This design comes from an exercise in tuning for small area on the open sky130 flow, not from production work. Only simulation tests tie the RTL to the original design; equivalence was not proved. Power is estimated from default activity; no workload was simulated.

<file path="design/flow/config.mk">
export PLATFORM = sky130hd
export DESIGN_NAME = as7343_ctrl
export DESIGN_NICKNAME = as7343_ctrl
export VERILOG_FILES = /design/flow/design.v
export SDC_FILE = /design/flow/constraint.sdc
export NUM_CORES = 4
export LEC_CHECK = 0
export CAP_MARGIN = 20
export CORE_MARGIN = 2
export CORE_UTILIZATION = 30
export SLEW_MARGIN = 20
</file>
<file path="design/flow/constraint.sdc">
create_clock -name core_clock -period 12.0 [get_ports {clk}]
set_input_delay 2.4000 -clock core_clock [delete_from_list [all_inputs] [get_ports {clk}]]
set_output_delay 2.4000 -clock core_clock [all_outputs]
set_load 0.01 [all_outputs]
</file>
<file path="design/flow/design.v">
module as7343_ctrl (
    input  wire        clk,
    input  wire        rst,           
    input  wire        csr_we,
    input  wire [7:0]  csr_addr,
    input  wire [31:0] csr_wdata,
    output reg  [31:0] csr_rdata,
    input  wire        ms_tick,
    output reg         bus_req,
    output reg         bus_rd,
    output reg  [6:0]  bus_addr,
    output reg  [7:0]  bus_reg,
    output reg  [5:0]  bus_len,
    output wire [7:0]  bus_wdata,
    input  wire        bus_wnext,
    input  wire        bus_rvalid,
    input  wire [7:0]  bus_rdata,
    input  wire        bus_done,
    input  wire        bus_nack
);
    localparam [6:0]  DEV_ADDR      = 7'h39;
    localparam [7:0]  EXPECTED_ID   = 8'h81;
    localparam [7:0]  ID_REG        = 8'h5A;
    localparam [7:0]  CFG0_REG      = 8'hBF;
    localparam        BANK_BIT      = 4;
    localparam [7:0]  ENABLE_REG    = 8'h80;
    localparam        PON_BIT       = 0;
    localparam        SPEN_BIT      = 1;
    localparam [7:0]  ATIME_REG     = 8'h81;
    localparam [7:0]  ASTEP_REG     = 8'hD4;
    localparam [7:0]  GAIN_REG      = 8'hC6;
    localparam [7:0]  SMUX_REG      = 8'hD6;
    localparam        SMUX_LSB      = 5;
    localparam [1:0]  SMUX_18CH     = 2'b11;
    localparam [7:0]  STATUS_REG    = 8'h90;
    localparam        AVALID_BIT    = 6;
    localparam [7:0]  DATA_BASE     = 8'h95;
    localparam [4:0]  DEFAULT_GAIN  = 5'd9;
    localparam [31:0] STAB_DELAY_MS = 32'd5;
    localparam [7:0] OP_WRITE    = 8'h01;
    localparam [7:0] OP_READ     = 8'h02;
    localparam [7:0] OP_SET_BANK = 8'h03;
    localparam [7:0] OP_IS_CONN  = 8'h04;
    localparam [7:0] OP_INIT     = 8'h05;
    localparam [7:0] OP_SET_GAIN = 8'h06;
    localparam [7:0] OP_SET_ITIM = 8'h07;
    localparam [7:0] OP_SET_TMO  = 8'h08;
    localparam [7:0] OP_WAIT     = 8'h09;
    localparam [7:0] OP_READ_ALL = 8'h0A;
    localparam [7:0] OP_GET_SORT = 8'h0B;
    localparam [3:0] E_NONE    = 4'd0;
    localparam [3:0] E_NACK    = 4'd1;
    localparam [3:0] E_SHORT   = 4'd2;
    localparam [3:0] E_TIMEOUT = 4'd3;
    localparam [3:0] E_ILLEGAL = 4'd4;
    localparam [3:0] E_BADARG  = 4'd5;
    localparam [3:0] E_BANK    = 4'd6;
    localparam [3:0] E_IDMIS   = 4'd7;
    localparam [1:0] PH_IDLE   = 2'd0;
    localparam [1:0] PH_DECODE = 2'd1;
    localparam [1:0] PH_EXEC   = 2'd2;
    localparam [1:0] PH_BUS    = 2'd3;
    reg [31:0] cmd;
    reg [31:0] arg;
    reg        st_busy, st_done, st_ok, st_ch_valid, st_sorted_valid, st_werr;
    reg [1:0]  st_bank;
    reg [3:0]  st_err;
    reg [31:0] timeout;
    reg [31:0] now_ms;
    reg [7:0]  id_value;
    reg [7:0]  rcount;
    reg [15:0] txcount;
    reg [7:0]  buff   [0:31];
    reg [15:0] ch     [0:17];
    reg [15:0] sorted [0:11];
    reg [1:0]  phase;
    reg [3:0]  step;
    reg [31:0] t0;
    reg [3:0]  ctx_e;
    reg [7:0]  ctx_v;
    reg [15:0] stg;
    reg [4:0]  chidx;
    reg [5:0]  bptr;         
    wire [7:0] op    = cmd[7:0];
    wire [6:0] taddr = cmd[14:8];
    wire [7:0] creg  = cmd[23:16];
    wire [5:0] clen  = cmd[29:24];
    wire [31:0] status_word = {20'd0, st_err, st_bank, st_werr, st_sorted_valid,
                               st_ch_valid, st_ok, st_done, st_busy};
    wire [31:0] result_word = {txcount, rcount, id_value};
    always @(*) begin
        csr_rdata = 32'd0;
        case (csr_addr[7:2])
            6'h00: csr_rdata = cmd;
            6'h01: csr_rdata = arg;
            6'h02: csr_rdata = status_word;
            6'h03: csr_rdata = timeout;
            6'h04: csr_rdata = now_ms;
            6'h05: csr_rdata = result_word;
            6'h08, 6'h09, 6'h0A, 6'h0B, 6'h0C, 6'h0D, 6'h0E, 6'h0F: begin
                csr_rdata = {buff[{csr_addr[4:2], 2'd3}], buff[{csr_addr[4:2], 2'd2}],
                             buff[{csr_addr[4:2], 2'd1}], buff[{csr_addr[4:2], 2'd0}]};
            end
            6'h10, 6'h11, 6'h12, 6'h13, 6'h14, 6'h15, 6'h16, 6'h17, 6'h18: begin
                csr_rdata = {ch[2 * (csr_addr[7:2] - 6'h10) + 1], ch[2 * (csr_addr[7:2] - 6'h10)]};
            end
            6'h19, 6'h1A, 6'h1B, 6'h1C, 6'h1D, 6'h1E: begin
                csr_rdata = {sorted[2 * (csr_addr[7:2] - 6'h19) + 1], sorted[2 * (csr_addr[7:2] - 6'h19)]};
            end
            default: csr_rdata = 32'd0;
        endcase
    end
    wire is_rw       = (op == OP_WRITE) || (op == OP_READ);
    wire op_known    = (op >= OP_WRITE) && (op <= OP_GET_SORT);
    wire rsv_bad     = is_rw ? (cmd[31:30] != 2'b00 || cmd[15])
                             : (cmd[31:8] != 24'd0);
    wire illegal     = !op_known || rsv_bad;
    wire [8:0] rw_end = {1'b0, creg} + {3'b000, clen} - 9'd1;
    wire rw_badarg   = (clen == 6'd0) || (clen > 6'd32) || (rw_end > 9'h0FF);
    wire gain_badarg = (arg[4:0] > 5'd12);
    wire [31:0] elapsed  = now_ms - t0;
    wire [8:0] cfg_off     = {1'b0, CFG0_REG} - {1'b0, creg};
    wire       snoop_hit   = (taddr == DEV_ADDR) && (creg <= CFG0_REG) && (cfg_off < {3'b000, clen});
    wire [7:0] snoop_byte  = buff[cfg_off[4:0]];
    wire short_rd = ({2'b00, bptr} != {2'b00, bus_len});
    reg [7:0] wbyte;
    assign bus_wdata = (op == OP_WRITE) ? buff[bptr[4:0]] : wbyte;
    function [7:0] rmw;
        input [7:0] val;
        input [7:0] clr;
        input [7:0] set;
        begin
            rmw = (val & ~clr) | set;
        end
    endfunction
    integer i;
    task launch;
        input       rd;
        input [6:0] a;
        input [7:0] r;
        input [5:0] n;
        input [7:0] b;
        begin
            bus_req  <= 1'b1;
            bus_rd   <= rd;
            bus_addr <= a;
            bus_reg  <= r;
            bus_len  <= n;
            wbyte    <= b;
            bptr     <= 6'd0;
            if (txcount != 16'hFFFF)
                txcount <= txcount + 16'd1;
            phase    <= PH_BUS;
        end
    endtask
    task complete;
        input       okv;
        input [3:0] code;
        begin
            st_busy <= 1'b0;
            st_done <= 1'b1;
            st_ok   <= okv;
            st_err  <= code;
            phase   <= PH_IDLE;
        end
    endtask
    wire [3:0] rd_code = bus_nack ? E_NACK : (short_rd ? E_SHORT : E_NONE);
    always @(posedge clk) begin
        if (rst) begin
            cmd             <= 32'd0;
            arg             <= 32'd0;
            st_busy         <= 1'b0;
            st_done         <= 1'b0;
            st_ok           <= 1'b0;
            st_ch_valid     <= 1'b0;
            st_sorted_valid <= 1'b0;
            st_werr         <= 1'b0;
            st_bank         <= 2'b11;
            st_err          <= E_NONE;
            timeout         <= 32'd0;
            now_ms          <= 32'd0;
            id_value        <= 8'd0;
            rcount          <= 8'd0;
            txcount         <= 16'd0;
            for (i = 0; i < 32; i = i + 1) buff[i] <= 8'd0;
            for (i = 0; i < 18; i = i + 1) ch[i] <= 16'd0;
            for (i = 0; i < 12; i = i + 1) sorted[i] <= 16'd0;
            phase           <= PH_IDLE;
            step            <= 4'd0;
            bus_req         <= 1'b0;
        end else begin
            if (ms_tick)
                now_ms <= now_ms + 32'd1;
            if (csr_we) begin
                if (st_busy) begin
                    if (csr_addr[7:2] == 6'h00 || csr_addr[7:2] == 6'h01 ||
                        (csr_addr[7:2] >= 6'h08 && csr_addr[7:2] <= 6'h0F))
                        st_werr <= 1'b1;
                end else begin
                    case (csr_addr[7:2])
                        6'h00: begin
                            cmd     <= csr_wdata;
                            st_busy <= 1'b1;
                            st_done <= 1'b0;
                            st_ok   <= 1'b0;
                            st_err  <= E_NONE;
                            st_werr <= 1'b0;
                            rcount  <= 8'd0;
                            txcount <= 16'd0;
                            phase   <= PH_DECODE;
                            step    <= 4'd0;
                        end
                        6'h01: arg <= csr_wdata;
                        6'h08, 6'h09, 6'h0A, 6'h0B, 6'h0C, 6'h0D, 6'h0E, 6'h0F: begin
                            buff[{csr_addr[4:2], 2'd0}] <= csr_wdata[7:0];
                            buff[{csr_addr[4:2], 2'd1}] <= csr_wdata[15:8];
                            buff[{csr_addr[4:2], 2'd2}] <= csr_wdata[23:16];
                            buff[{csr_addr[4:2], 2'd3}] <= csr_wdata[31:24];
                        end
                        default: ;
                    endcase
                end
            end
            case (phase)
                PH_IDLE: ;
                PH_DECODE: begin
                    if (illegal)
                        complete(1'b0, E_ILLEGAL);
                    else if (is_rw && rw_badarg)
                        complete(1'b0, E_BADARG);
                    else if (op == OP_SET_GAIN && gain_badarg)
                        complete(1'b0, E_BADARG);
                    else if ((op == OP_SET_GAIN || op == OP_SET_ITIM) && st_bank != 2'b00)
                        complete(1'b0, E_BANK);
                    else if (op == OP_SET_TMO) begin
                        timeout <= arg;
                        complete(1'b1, E_NONE);
                    end else begin
                        if (op == OP_READ_ALL || op == OP_GET_SORT) begin
                            st_ch_valid     <= 1'b0;
                            st_sorted_valid <= 1'b0;
                        end
                        ctx_e <= E_NONE;
                        chidx <= 5'd0;
                        step  <= (op == OP_WAIT) ? 4'd2 : 4'd0;
                        phase <= PH_EXEC;
                    end
                end
                PH_EXEC: begin
                    case (op)
                        OP_WRITE: launch(1'b0, taddr, creg, clen, 8'd0);
                        OP_READ:  launch(1'b1, taddr, creg, clen, 8'd0);
                        OP_SET_BANK, OP_IS_CONN: begin
                            case (step)
                                4'd0, 4'd3: launch(1'b1, DEV_ADDR, CFG0_REG, 6'd1, 8'd0);
                                4'd1: launch(1'b0, DEV_ADDR, CFG0_REG, 6'd1,
                                             rmw(ctx_v, 8'd1 << BANK_BIT,
                                                 (op == OP_SET_BANK ? {7'd0, arg[0]} : 8'd1) << BANK_BIT));
                                4'd2: launch(1'b1, DEV_ADDR, ID_REG, 6'd1, 8'd0);
                                default: launch(1'b0, DEV_ADDR, CFG0_REG, 6'd1,
                                                rmw(ctx_v, 8'd1 << BANK_BIT, 8'd0));
                            endcase
                        end
                        OP_INIT: begin
                            case (step)
                                4'd0:  launch(1'b1, DEV_ADDR, CFG0_REG, 6'd1, 8'd0);
                                4'd1:  launch(1'b0, DEV_ADDR, CFG0_REG, 6'd1,
                                              rmw(ctx_v, 8'd1 << BANK_BIT, 8'd0));
                                4'd2:  launch(1'b1, DEV_ADDR, ENABLE_REG, 6'd1, 8'd0);
                                4'd3:  launch(1'b0, DEV_ADDR, ENABLE_REG, 6'd1,
                                              rmw(ctx_v, 8'd0, 8'd1 << PON_BIT));
                                4'd4: begin
                                    t0   <= now_ms;
                                    step <= 4'd5;
                                end
                                4'd5: begin
                                    if (elapsed >= STAB_DELAY_MS)
                                        step <= 4'd6;
                                end
                                4'd6:  launch(1'b1, DEV_ADDR, SMUX_REG, 6'd1, 8'd0);
                                4'd7:  launch(1'b0, DEV_ADDR, SMUX_REG, 6'd1,
                                              rmw(ctx_v, 8'd3 << SMUX_LSB, {6'd0, SMUX_18CH} << SMUX_LSB));
                                4'd8:  launch(1'b1, DEV_ADDR, GAIN_REG, 6'd1, 8'd0);
                                4'd9:  launch(1'b0, DEV_ADDR, GAIN_REG, 6'd1,
                                              rmw(ctx_v, 8'h1F, {3'd0, DEFAULT_GAIN}));
                                4'd10: launch(1'b1, DEV_ADDR, ENABLE_REG, 6'd1, 8'd0);
                                default: launch(1'b0, DEV_ADDR, ENABLE_REG, 6'd1,
                                                rmw(ctx_v, 8'd0, 8'd1 << SPEN_BIT));
                            endcase
                        end
                        OP_SET_GAIN: begin
                            if (step == 4'd0)
                                launch(1'b1, DEV_ADDR, GAIN_REG, 6'd1, 8'd0);
                            else
                                launch(1'b0, DEV_ADDR, GAIN_REG, 6'd1,
                                       rmw(ctx_v, 8'h1F, {3'd0, arg[4:0]}));
                        end
                        OP_SET_ITIM: begin
                            case (step)
                                4'd0: launch(1'b0, DEV_ADDR, ATIME_REG, 6'd1, arg[7:0]);
                                4'd1: launch(1'b0, DEV_ADDR, ASTEP_REG, 6'd1, arg[15:8]);
                                default: launch(1'b0, DEV_ADDR, ASTEP_REG + 8'd1, 6'd1, arg[23:16]);
                            endcase
                        end
                        default: begin
                            case (step)
                                4'd0: launch(1'b1, DEV_ADDR, CFG0_REG, 6'd1, 8'd0);
                                4'd1: launch(1'b0, DEV_ADDR, CFG0_REG, 6'd1,
                                             rmw(ctx_v, 8'd1 << BANK_BIT, 8'd0));
                                4'd2: begin
                                    t0   <= now_ms;
                                    step <= 4'd3;
                                end
                                4'd3: begin
                                    if (elapsed >= timeout)
                                        complete(1'b0, E_TIMEOUT);
                                    else
                                        step <= 4'd4;
                                end
                                4'd4: launch(1'b1, DEV_ADDR, STATUS_REG, 6'd1, 8'd0);
                                default: launch(1'b1, DEV_ADDR, DATA_BASE + {2'b00, chidx, 1'b0}, 6'd2, 8'd0);
                            endcase
                        end
                    endcase
                end
                PH_BUS: begin
                    if (bus_wnext)
                        bptr <= bptr + 6'd1;
                    if (bus_rvalid) begin
                        bptr <= bptr + 6'd1;
                        if (op == OP_READ)
                            buff[bptr[4:0]] <= bus_rdata;
                        if (bptr[0] == 1'b0)
                            stg[7:0] <= bus_rdata;
                        else
                            stg[15:8] <= bus_rdata;
                    end
                    if (bus_done) begin
                        bus_req <= 1'b0;
                        if (bus_rd)
                            rcount <= bus_nack ? 8'd0 : {2'b00, bptr};
                        phase <= PH_EXEC;
                        step  <= step + 4'd1;
                        ctx_v <= stg[7:0];
                        case (op)
                            OP_WRITE: begin
                                if (snoop_hit)
                                    st_bank <= bus_nack ? 2'b11 : {1'b0, snoop_byte[BANK_BIT]};
                                complete(!bus_nack, bus_nack ? E_NACK : E_NONE);
                            end
                            OP_READ:
                                complete(rd_code == E_NONE, rd_code);
                            OP_SET_BANK: begin
                                if (step == 4'd0) begin
                                    if (rd_code != E_NONE) complete(1'b0, rd_code);
                                end else begin
                                    st_bank <= bus_nack ? 2'b11 : {1'b0, arg[0]};
                                    complete(!bus_nack, bus_nack ? E_NACK : E_NONE);
                                end
                            end
                            OP_IS_CONN: begin
                                case (step)
                                    4'd0: begin
                                        if (rd_code != E_NONE) begin
                                            ctx_e <= rd_code;
                                            step  <= 4'd3;
                                        end
                                    end
                                    4'd1: begin
                                        st_bank <= bus_nack ? 2'b11 : 2'b01;
                                        if (bus_nack) begin
                                            ctx_e <= E_NACK;
                                            step  <= 4'd3;
                                        end
                                    end
                                    4'd2: begin
                                        if (rd_code != E_NONE)
                                            ctx_e <= rd_code;
                                        else begin
                                            id_value <= stg[7:0];
                                            if (stg[7:0] != EXPECTED_ID) ctx_e <= E_IDMIS;
                                        end
                                    end
                                    4'd3: begin
                                        if (rd_code != E_NONE)
                                            complete(1'b0, (ctx_e != E_NONE) ? ctx_e : rd_code);
                                    end
                                    default: begin
                                        st_bank <= bus_nack ? 2'b11 : 2'b00;
                                        if (ctx_e != E_NONE)
                                            complete(1'b0, ctx_e);
                                        else
                                            complete(!bus_nack, bus_nack ? E_NACK : E_NONE);
                                    end
                                endcase
                            end
                            OP_INIT: begin
                                if (!bus_rd && step == 4'd1)
                                    st_bank <= bus_nack ? 2'b11 : 2'b00;
                                if (bus_rd ? (rd_code != E_NONE) : bus_nack)
                                    complete(1'b0, bus_rd ? rd_code : E_NACK);
                                else if (step == 4'd11)
                                    complete(1'b1, E_NONE);
                            end
                            OP_SET_GAIN: begin
                                if (bus_rd ? (rd_code != E_NONE) : bus_nack)
                                    complete(1'b0, bus_rd ? rd_code : E_NACK);
                                else if (step == 4'd1)
                                    complete(1'b1, E_NONE);
                            end
                            OP_SET_ITIM: begin
                                if (bus_nack)
                                    complete(1'b0, E_NACK);
                                else if (step == 4'd2)
                                    complete(1'b1, E_NONE);
                            end
                            default: begin
                                if (step == 4'd1)
                                    st_bank <= bus_nack ? 2'b11 : 2'b00;
                                if (bus_rd ? (rd_code != E_NONE) : bus_nack)
                                    complete(1'b0, bus_rd ? rd_code : E_NACK);
                                else if (step == 4'd4) begin
                                    if (!stg[AVALID_BIT])
                                        step <= 4'd3;
                                    else if (op == OP_WAIT)
                                        complete(1'b1, E_NONE);
                                end else if (step >= 4'd5) begin
                                    ch[chidx] <= stg;
                                    step  <= 4'd5;
                                    chidx <= chidx + 5'd1;
                                    if (chidx == 5'd17) begin
                                        st_ch_valid <= 1'b1;
                                        if (op == OP_GET_SORT) begin
                                            sorted[0]  <= ch[12];
                                            sorted[1]  <= ch[6];
                                            sorted[2]  <= ch[0];
                                            sorted[3]  <= ch[7];
                                            sorted[4]  <= ch[8];
                                            sorted[5]  <= ch[15];
                                            sorted[6]  <= ch[1];
                                            sorted[7]  <= ch[2];
                                            sorted[8]  <= ch[9];
                                            sorted[9]  <= ch[13];
                                            sorted[10] <= ch[14];
                                            sorted[11] <= ch[3];
                                            st_sorted_valid <= 1'b1;
                                        end
                                        complete(1'b1, E_NONE);
                                    end
                                end
                            end
                        endcase
                    end
                end
            endcase
        end
    end
endmodule
</file>
<file path="design/flow/run.sh">
#!/bin/bash
# synth_recipe.tcl (not shown) runs the flow's synth.tcl, then flattens the netlist and writes it again
# the make line also repeats each setting of config.mk as NAME=value (left out here)
make -C /OpenROAD-flow-scripts/flow DESIGN_CONFIG=/design/flow/config.mk WORK_HOME=/design/flow/orfs CLKGATE_MAP_FILE= SYNTH_SCRIPT=/design/flow/synth_recipe.tcl finish
</file>
==> impl_metrics.py <==
metrics = {
    "status": {
        "status": "no timing/DRC/antenna violations",
    },
    "layout": {
        "fill_cells": 19560,
        "nNetsFinal": 5916,
        "layout.cells.most_common": "nand2_1",
        "largest_register_ffs": 416,
        "final_cell_mix": "nand2_1 (1356), edfxtp_1 (772), nor2_1 (561)",
        "drive_above_1_share_pct": 11.4,
        "regMostFlops": "ch",
        "syn2layout_area_growth_pct": 13.2,
        "largest_registers": "ch (416), buff (256), sorted (192)",
        "post-route-util_pct": 34.1,
    },
    "worst_setup_path": {
        "reg2regPathDepth": 11,
        "crit_required_ns": 9.60,
        "crit_start": "csr_addr[2]",
        "worstPathArrival_ns": 7.35,
        "path_max_fanout": 45,
        "r2r_slack_ns": 5.83,
        "r2r_start": "bptr[3]",
        "critPathLaunchType": "input pin",
        "worstSetupPathType": "in2out",
        "endpoint_kind": "output pin",
        "crit-reg2reg-capture": "ch[5][5]",
    },
    "sta": {
        "setup_viol": 0,
        "grt_setup_unrepaired": "false",
        "timing.slew.headroom_pct": 8.19,
        "hold_violations": 0,
        "finalSetupTns_ns": 0,
        "post-route-min-period_ns": 9.75,
        "whs_ns": 0.451,
        "skew_ns": 0.106,
        "final.period_utilization_pct": 81.3,
        "worstMarginPinSlew_ns": 1.38,
        "drv_slew": 0,
        "max_freq_ghz": 0.103,
    },
    "clock_tree": {
        "numCtsBuffers": 116,
        "cts_buffer_depth": 3,
        "ctsRootBufferMaster": "clkbuf_16",
        "postCtsSetupBuffers": 0,
        "path_clk_slew_ns": 0.07,
        "clock_latency_ns": 0.82,
        "clock-sinks": 1148,
        "postCtsResizedCells": 0,
        "cts_tree": "done",
        "cts.hold.buffers_added": 0,
        "ctsHtreeMaxLevel": 3,
    },
    "yosys": {
        "ys.flop_type": "edfxtp_1",
        "yosysUniqueCellTypes": 87,
        "synth-async-reset-ratio_pct": 0,
        "ys_seq_elements": 1148,
        "ys_seq_area_share_pct": 51.9,
        "syn-num-nets": 6006,
        "synth_area_um2": 59200,
        "synth_warnings": 2,
        "syn_inst": 5849,
        "syn_avg_cell_area_um2": 10.1,
        "synth_edf_count": 772,
    },
    "drt": {
        "drtAntennaViolNets": 0,
        "via_count": 48109,
        "detail_route.wl_per_cell_um": 27.3,
        "drc": 0,
        "first_iter_violations": 7222,
        "vias_per_cell": 5.65,
        "first_pass_iters": 8,
        "totalWireLength_um": 232000,
    },
    "min_path": {
        "hold-path-endpoint": "sorted[11][8]",
        "hp-class": "reg2reg",
        "min_from": "sorted[11][8]",
        "hold_depth": 2,
    },
    "floorplanning": {
        "io_pins": 119,
        "initial_core_util_pct": 30.1,
        "die_y_um": 448,
        "rows": 163,
        "coreArea_um2": 197000,
        "dieArea_um2": 201000,
        "die-width_um": 448,
    },
    "power": {
        "cellPowerDensity_nw_per_um2": 131,
        "leakage_nw": 21.5,
        "vdd_drop_max_mv": 0.145,
    },
    "global_routing": {
        "gr-total-overflow": 0,
        "grt_pass1_wl_um": 326000,
        "grt_max_degree": 193,
        "gr-usage-all-layers_pct": 22.4,
        "grt_pass1_vias": 44423,
        "antenna_found_initial": 10,
    },
    "job": {
        "drv_cap": 0,
    },
    "placed_design": {
        "gp_congestion": 0.994,
        "io_buffers": 116,
        "hpwl_um": 161000,
    },
}
-- logic make-up after synthesis --
| group | after synthesis | share of synthesized area (%) |
|---|---|---|
| AO/OA/AOI/OAI | 1257 | 12.7 |
| XOR/XNOR | 62 | 0.917 |
| adder cells (fa/ha/maj) | 101 | 2.17 |
| buffers and inverters | 586 | 3.80 |
| flip-flops | 1148 | 51.9 |
| multiplexers | 390 | 12.4 |
| AND/OR/NAND/NOR | 2305 | 16.2 |
-- routing by layer --
metal / share of wire (%) / track usage [%]
met4: 9.0 / 17.6
met2: 44 / 33.7
met1: 37 / 28.2
met3: 10 / 4.33
met5: 0 / 0
-- worst max-delay path by stage --
| stage | to | depth (start not counted) |
|---|---|---|
| finish | csr_rdata[14] | 13 |
| global route | csr_rdata[14] | 13 |
| CTS | csr_rdata[12] | 13 |
| detailed placement | csr_rdata[12] | 13 |
| global placement | csr_rdata[12] | 13 |
| floorplan | csr_rdata[20] | 12 |
-- cell type report --
type                    count  area [um^2]  share of cell area (%)
clock inverters            68          832                    1.24
clock buffers             151         3120                    4.65
well taps                2640         3300                    4.93
inverters                 134          503                   0.751
repair buffers            244         2150                    3.21
multi-input cells        4115        26400                    39.3
diodes                     11         27.5                  0.0411
flip-flops and latches   1148        30700                    45.8
-- metrics by stage --
stage	std cells	setup WS (ns)	area (um^2)	total power, mW
6_report	8511	2.25	67000	8.77
5_1_grt	8506	2.21	67000	8.93
4_1_cts	8498	2.46	67000	8.76
3_5_place_dp	8279	2.47	63000	5.01
3_3_place_gp	8277	2.50	63000	5.00
2_1_floorplan	5849	4.51	59200	4.72
-- cell usage after synthesis, drive strengths merged (20+ instances only) --
library cell     n  area share, %
xor2            33           0.49
a21o            28           0.36
nand2         1358            8.6
a22o            23           0.34
a211oi          21           0.27
inv            132           0.84
or3             55           0.58
nand3           62           0.52
mux4           272             10
xnor2           29           0.43
a221oi          35           0.53
dfxtp          376             13
a31oi           37           0.39
ha              98            2.1
buf             70           0.53
nor3            54           0.51
clkbuf         382            2.4
o211ai          20           0.25
nor2           582            3.7
a222oi          22           0.37
edfxtp         772             39
and3            23           0.24
nand4           30           0.32
mux2i          107            1.8
and2            25           0.26
a21oi          438            3.7
a22oi           73           0.93
o21ai          429            3.6
-- power breakdown --
part | switching [mW] | internal (mW)
logic | 0.372 | 0.197
clock network | 1.70 | 2.13
registers | 0.0766 | 4.30
-- critical path: stages --
cell	delay, ns
buf_8	0.33
or2_2	0.34
inv_1	0.23
ha_4	0.79
nand2_1	0.28
and2_1	0.27
nor3_2	0.51
buf_4	0.33
a222oi_1	0.09
a21oi_1	0.42
nor2_1	0.16
o211ai_1	0.35
clkdlybuf4s50_1	0.66

re-timing with driven ports:
No port has a modelled driver above. Below, the same layout with a new extraction and two added sets of constraints.
Step 1, drivers: a clkbuf_16 drives clk and a buf_2 each remaining input, both assumed.
Step 2, shift: input delay + t, output delay - t, t = (earliest + latest rising clock arrival at the registers) / 2. This alone moves slack from input paths to output paths.
Slacks: ideal ports / drivers / drivers and shift; pairs: ideal ports / drivers.
shift t [ns]: 0.863
setup slack, ns: 2.246 / 2.196 / 2.196
hold WS [ns]: 0.451 / 0.451 / 0.451
worst register clock-pin slew, ns: 0.07 / 0.07
worst data-port slew with drivers (ns): 0.22
After both steps setup and hold are still met in this run. The setup slack of this run moves by -0.050 ns with the drivers and by -0.050 ns with both steps.
